This design comes from an exercise in tuning for small area, a short achievable clock period and few clock cycles on the open sky130 flow, not from production work. Only simulation tests tie the RTL to the original design; equivalence was not proved. Power and IR drop assume default switching activity.

File: flow/config.mk
export PLATFORM = sky130hd
export DESIGN_NAME = msfrx
export DESIGN_NICKNAME = msfrx
export VERILOG_FILES = /design/flow/design.v
export SDC_FILE = /design/flow/constraint.sdc
export NUM_CORES = 4
export LEC_CHECK = 0
export CAP_MARGIN = 20
export CORE_MARGIN = 2
export CORE_UTILIZATION = 30
export PLACE_DENSITY = 0.5
export SLEW_MARGIN = 20
File: flow/run.sh
#!/bin/bash
# synth_recipe.tcl (not shown) runs the flow's synth.tcl, then flattens the netlist and writes it again
# the make line also repeats each setting of config.mk as NAME=value (left out here)
make -C /OpenROAD-flow-scripts/flow DESIGN_CONFIG=/design/flow/config.mk WORK_HOME=/design/flow/orfs CLKGATE_MAP_FILE= SYNTH_SCRIPT=/design/flow/synth_recipe.tcl finish
File: flow/design.v
module msfrx (
    input  wire        clk,
    input  wire        rst,           
    input  wire [1:0]  cmd,           
    input  wire        cancel,
    input  wire        rx_valid,
    input  wire [7:0]  rx_data,
    input  wire        rx_fault,
    output wire        rx_ready,
    output wire        busy,
    output wire        done,
    output wire        ok,
    output wire        err,
    output reg  [3:0]  outcome,
    output reg  [8:0]  frame_len,
    input  wire [7:0]  rd_addr,
    output wire [7:0]  rd_data,
    output reg         trk1_present,
    output reg  [8:0]  trk1_lo,
    output reg  [8:0]  trk1_hi,
    output reg  [8:0]  trk1_nf,
    output reg         trk2_present,
    output reg  [8:0]  trk2_lo,
    output reg  [8:0]  trk2_hi,
    output reg  [8:0]  trk2_nf,
    output reg         trk3_present,
    output reg  [8:0]  trk3_lo,
    output reg  [8:0]  trk3_hi,
    output reg  [8:0]  trk3_nf
);
    localparam [8:0] PAYLOAD_MAX = 9'd256;
    localparam [7:0] STX = 8'h02;
    localparam [7:0] ETX = 8'h03;
    localparam [7:0] CR  = 8'h15;
    localparam [7:0] TEND = 8'h3F;    
    localparam [3:0] OC_NONE       = 4'd0;
    localparam [3:0] OC_FRAME      = 4'd1;
    localparam [3:0] OC_DECODE     = 4'd2;
    localparam [3:0] OC_TRANSPORT  = 4'd3;
    localparam [3:0] OC_STOPPED    = 4'd4;
    localparam [3:0] OC_OVERFLOW   = 4'd5;
    localparam [2:0] S_IDLE  = 3'd0;
    localparam [2:0] S_HUNT  = 3'd1;
    localparam [2:0] S_DATA  = 3'd2;
    localparam [2:0] S_START = 3'd3;    
    localparam [2:0] S_SCAN  = 3'd4;    
    reg [2:0] state;
    reg [7:0] buf_mem [0:PAYLOAD_MAX-1];
    reg [1:0] trk;         
    reg [8:0] cur;         
    reg [8:0] idx;         
    reg [8:0] nsep;        
    reg       nonascii;    
    reg [7:0] t_start;
    reg [7:0] t_sep;
    always @(*) begin
        case (trk)
            2'd1:    begin t_start = 8'h25; t_sep = 8'h5E; end   
            2'd2:    begin t_start = 8'h3B; t_sep = 8'h3D; end   
            default: begin t_start = 8'h2B; t_sep = 8'h24; end   
        endcase
    end
    wire [8:0] dec_addr = (state == S_START) ? cur : idx;
    wire [7:0] dec_byte = buf_mem[dec_addr[7:0]];
    wire receiving = (state == S_HUNT) || (state == S_DATA);
    assign rx_ready = receiving && !cancel && !rst;
    assign busy     = (state != S_IDLE);
    assign done     = (state == S_IDLE) && (outcome != OC_NONE);
    assign ok       = (outcome == OC_FRAME);
    assign err      = (outcome == OC_DECODE) || (outcome == OC_TRANSPORT) ||
                      (outcome == OC_OVERFLOW);
    assign rd_data  = buf_mem[rd_addr];
    wire take_byte = rx_ready && rx_valid && !rx_fault;
    always @(posedge clk) begin
        if (state == S_DATA && take_byte && rx_data != ETX && rx_data != CR &&
            frame_len != PAYLOAD_MAX)
            buf_mem[frame_len[7:0]] <= rx_data;
    end
    task clear_tracks;
        begin
            trk1_present <= 1'b0; trk1_lo <= 9'd0; trk1_hi <= 9'd0; trk1_nf <= 9'd0;
            trk2_present <= 1'b0; trk2_lo <= 9'd0; trk2_hi <= 9'd0; trk2_nf <= 9'd0;
            trk3_present <= 1'b0; trk3_lo <= 9'd0; trk3_hi <= 9'd0; trk3_nf <= 9'd0;
        end
    endtask
    task next_track;
        begin
            if (trk == 2'd3) begin
                outcome <= OC_FRAME;
                state   <= S_IDLE;
            end else begin
                trk   <= trk + 2'd1;
                state <= S_START;
            end
        end
    endtask
    always @(posedge clk) begin
        if (rst) begin
            state     <= S_IDLE;
            outcome   <= OC_NONE;
            frame_len <= 9'd0;
            trk       <= 2'd1;
            cur       <= 9'd0;
            idx       <= 9'd0;
            nsep      <= 9'd0;
            nonascii  <= 1'b0;
            clear_tracks;
        end else begin
            case (state)
                S_IDLE: begin
                    if (!cancel && cmd == 2'd1) begin
                        outcome   <= OC_NONE;
                        frame_len <= 9'd0;
                        clear_tracks;
                        state     <= S_HUNT;
                    end
                end
                S_HUNT, S_DATA: begin
                    if (cancel) begin
                        outcome   <= OC_STOPPED;
                        frame_len <= 9'd0;
                        state     <= S_IDLE;
                    end else if (rx_fault) begin
                        outcome   <= OC_TRANSPORT;
                        frame_len <= 9'd0;
                        state     <= S_IDLE;
                    end else if (rx_valid) begin
                        if (state == S_HUNT) begin
                            if (rx_data == STX) begin
                                frame_len <= 9'd0;
                                state     <= S_DATA;
                            end
                        end else if (rx_data == ETX) begin
                            trk   <= 2'd1;
                            cur   <= 9'd0;
                            state <= S_START;
                        end else if (rx_data == CR) begin
                        end else if (frame_len == PAYLOAD_MAX) begin
                            outcome   <= OC_OVERFLOW;
                            frame_len <= 9'd0;
                            state     <= S_IDLE;
                        end else begin
                            frame_len <= frame_len + 9'd1;
                        end
                    end
                end
                S_START: begin
                    if (cur >= frame_len || dec_byte != t_start) begin
                        next_track;                       
                    end else begin
                        idx      <= cur + 9'd1;
                        nsep     <= 9'd0;
                        nonascii <= 1'b0;
                        state    <= S_SCAN;
                    end
                end
                S_SCAN: begin
                    if (idx >= frame_len) begin
                        next_track;                       
                    end else if (dec_byte == TEND) begin
                        if (nonascii) begin
                            outcome <= OC_DECODE;
                            clear_tracks;
                            state   <= S_IDLE;
                        end else begin
                            case (trk)
                                2'd1: begin
                                    trk1_present <= 1'b1; trk1_lo <= cur + 9'd1;
                                    trk1_hi <= idx; trk1_nf <= nsep + 9'd1;
                                end
                                2'd2: begin
                                    trk2_present <= 1'b1; trk2_lo <= cur + 9'd1;
                                    trk2_hi <= idx; trk2_nf <= nsep + 9'd1;
                                end
                                default: begin
                                    trk3_present <= 1'b1; trk3_lo <= cur + 9'd1;
                                    trk3_hi <= idx; trk3_nf <= nsep + 9'd1;
                                end
                            endcase
                            cur <= idx + 9'd1;
                            next_track;
                        end
                    end else begin
                        if (dec_byte[7])
                            nonascii <= 1'b1;
                        if (dec_byte == t_sep)
                            nsep <= nsep + 9'd1;
                        idx <= idx + 9'd1;
                    end
                end
                default: state <= S_IDLE;
            endcase
        end
    end
endmodule
File: flow/constraint.sdc
create_clock -name core_clock -period 7.0 [get_ports {clk}]
set_input_delay 1.4000 -clock core_clock [delete_from_list [all_inputs] [get_ports {clk}]]
set_output_delay 1.4000 -clock core_clock [all_outputs]
set_load 0.01 [all_outputs]
==> run notes <==
==> cell usage in the layout (no fill, tap or decap), drive strengths merged, types with 110 or more instances in the layout <==
cell type	synthesis	routed
edfxtp	2048	2048
mux4	1066	1066
buf	385	766
nand2	692	692
mux2i	519	519
nor2	433	433
clkbuf	249	288
a21oi	232	232
nand3	221	221
o21ai	149	149
dfxtp	130	130
o22ai	124	124
clkdlybuf4s50	0	116
clkinv	1	110
==> worst max-delay path, delay by kind of cell <==
| family | cells | cell delay (ps) |
|---|---|---|
| mux | 4 | 2450 |
| buf+inv | 3 | 1330 |
==> through the flow <==
step	setup TNS (ps)	power (mW)	hold WS, ps	cells	area (um^2)
2_1_floorplan	0	15.3	474	7449	114000
3_3_place_gp	-100830	16.1	448	12700	125000
3_5_place_dp	0	16.1	457	12700	126000
4_1_cts	0	29.2	465	13200	134000
5_1_grt	0	29.7	492	13200	134000
6_report	0	29.1	462	13200	134000
==> cells by family after synthesis <==
family	count (synthesis)	synth area share [%]
buffers and inverters	678	3.14
XOR/XNOR	28	0.215
AND/OR/NAND/NOR	1741	6.91
multiplexers	1651	26.2
flip-flops	2178	56.1
adder cells (fa/ha/maj)	30	0.328
AO/OA/AOI/OAI	1143	7.09
==> synth_stat cells, types with 76 or more instances <==
master    count  share of area, %
a221oi_1     76              0.58
dfxtp_1     130               2.3
mux2i_1     518               4.5
nor3_1       76              0.33
a21oi_1     229               1.0
o21ai_0     137              0.60
buf_2       149              0.65
buf_4        82              0.54
buf_1        84              0.28
nand3_1     221              0.97
a211oi_1     80              0.53
clkbuf_1    249              0.82
edfxtp_1   2048                54
nor2_1      433               1.4
mux4_2     1065                21
nand2_1     688               2.3
o22ai_1     122              0.67
==> final cells by class <==
| type | count | share of cell area (%) |
|---|---|---|
| sequential | 2178 | 48.0 |
| timing repair buffer | 886 | 6.04 |
| clock buffer | 284 | 4.71 |
| multi-input combinational | 4593 | 35.1 |
| tap | 5016 | 4.69 |
| antenna | 43 | 0.0805 |
| clock inverter | 162 | 1.27 |
| inverter | 44 | 0.124 |
==> metal layers <==
layer | part of all wire (%) | track usage, %
met1 | 37 | 33.6
met3 | 11 | 7.46
met4 | 6.9 | 15.8
met2 | 44 | 40.1
met5 | 0.088 | 0
==> worst paths after layout <==
kind / slack, ps / end / depth (start not counted)
worst max register to register: 320 / trk2_nf[3] / 16
worst min-delay path: 460 / trk2_nf[7] / 2
worst min register to register: 460 / trk2_nf[7] / 2
worst max-delay path: 260 / rd_data[6] / 7
==> power groups by stage <==
| stage | combinational (mW) | sequential (mW) | clock (mW) |
|---|---|---|---|
| 6_report | 1.62 | 14.3 | 13.3 |
| 5_1_grt | 1.65 | 14.2 | 13.8 |
| 4_1_cts | 1.59 | 14.3 | 13.3 |
| 3_5_place_dp | 1.59 | 14.5 | 0 |
| 3_3_place_gp | 1.57 | 14.5 | 0 |
| 2_1_floorplan | 0.756 | 14.5 | 0 |
==> impl_metrics.tcl <==
set metrics [dict create \
    status "timing/DRC/antenna clean" \
    tritoncts "built" \
    fin_crit_sh_pct 96.3 \
    num_rows 226 \
    synth-edff-count 2048 \
    cts.htree.levels 4 \
    powerDensity_nw_per_um2 218 \
    p_leak_nw 41.2 \
    track_usage_pct 26.5 \
    dieWidth_um 621 \
    critPathMaxFanout 22 \
    yosysSeqAreaShare_pct 56.1 \
    cp_slowest_stage_delay_ps 640 \
    maxCapViolCount 0 \
    first_global_vias 78800 \
    clockRootBuffer "clkbuf_16" \
    slew_violations 0 \
    hold_start "trk2_nf[7]" \
    largest_reg_flops 2048 \
    syn_inst 7449 \
    vdd_drop_max_mv 0.196 \
    grt_overflow 0 \
    critical_path.slowest_cell "mux4_2" \
    clk_pin_slew_ps 60 \
    core_um2 379000 \
    setup_viol 0 \
    cts.repair.resized 0 \
    synth-async-reset-ratio_pct 0 \
    end_kind "output port" \
    critPathMostFrequentCell "mux4_2" \
    via_count 82800 \
    multi_input_area_um2 47000 \
    dieHeight_um 621 \
    die_area_um2 386000 \
    ctsHoldBuffers 0 \
    gp_congestion 0.982 \
    syn_nets 7502 \
    synth.distinct_cells 108 \
    clock_power_share_pct 45.5 \
    grt_setup_unrepaired "no" \
    critPathLaunchType "input port" \
    cp.arrival_ps 5340 \
    ant_nets 0 \
    syn2layout_area_growth_pct 17.0 \
    hold_viol 0 \
    clkLatencyLatePin_ps 950 \
    cts_sinks 2178 \
    syn_area_per_cell_um2 15.3 \
    post-route-util_pct 35.3 \
    start_util_pct 30.1 \
    antenna_found_initial 53 \
    syn_area_um2 114000 \
    r2r-start "state[2]" \
    internal_power_mw 22.4 \
    yosysWarnings 1 \
    synth-seq-cells 2178 \
    routed_wl_um 527000 \
    n_fill_cell 35800 \
    dpl_worst_slack_ps 290 \
    viasPerCell 6.27 \
    tightest_slew_ps 1220 \
    final.setup_skew_ps 36.3 \
    seq_area_um2 64100 \
    place_hpwl_um 367000 \
    wl_per_cell_um 39.9 \
    grt_first_pass_wirelength_um 706000 \
    drtIter0Drc 12800 \
    synth-main-ff-cell "edfxtp_1" \
    final.setup.worst_slack_ps 262 \
    post-cts-setup-buffers 0 \
    hold_path.class "reg2reg" \
    io_buffers 132 \
    switchingPower_mw 6.73 \
    swShare_pct 23.1 \
    drive_above_1_share_pct 29.4 \
    critPathKind "in2out" \
    min_period_ps 6740 \
    first_pass_iters 6 \
    top_level_ports 133 \
    pwr-share-seq_pct 48.9 \
    crit_start "rd_addr[0]" \
    grt_max_degree 197 \
    numCtsBuffers 242 \
    required_ps 5600 \
    clk_path_buf_depth 4 \
    max_freq_ghz 0.148 \
    relSlewSlack_pct 18.4 \
    power_frac_comb_pct 5.6 \
    drcViolationCount 0 \
    nets 7998 \
    crit_chain "buf_8 -> buf_4 -> mux4_2 -> mux4_2 -> mux4_2 -> mux4_2 -> clkdlybuf4s50_1" \
]
Testbench counts, summed over its fixed seeds: cycles 31,513.

## re-timing with driven ports
In the flow no input, the clock included, has a driving cell. The finished layout below was timed again as built, in two steps.
Step 1: set_driving_cell puts a clkbuf_16 on clk and a buf_2 on each other input, an assumption about the parent block.
Step 2 adds t to the input delays and takes it off the output delays; t is the mean of the earliest and latest rising clock arrival at the registers after step 1. Input paths then give back, and output paths get back, about the clock's delay inside the block.
a / b / c = ideal / step 1 / step 2; a / b = the first two.
shift t [ns]: 1.049
slack for setup (ns): 0.262 / 0.204 / 0.204
hold WS [ns]: 0.462 / 0.462 / 0.462
After both steps this run still meets setup and hold. The setup slack of this run moves by -0.058 ns with the drivers and by -0.058 ns with both steps.
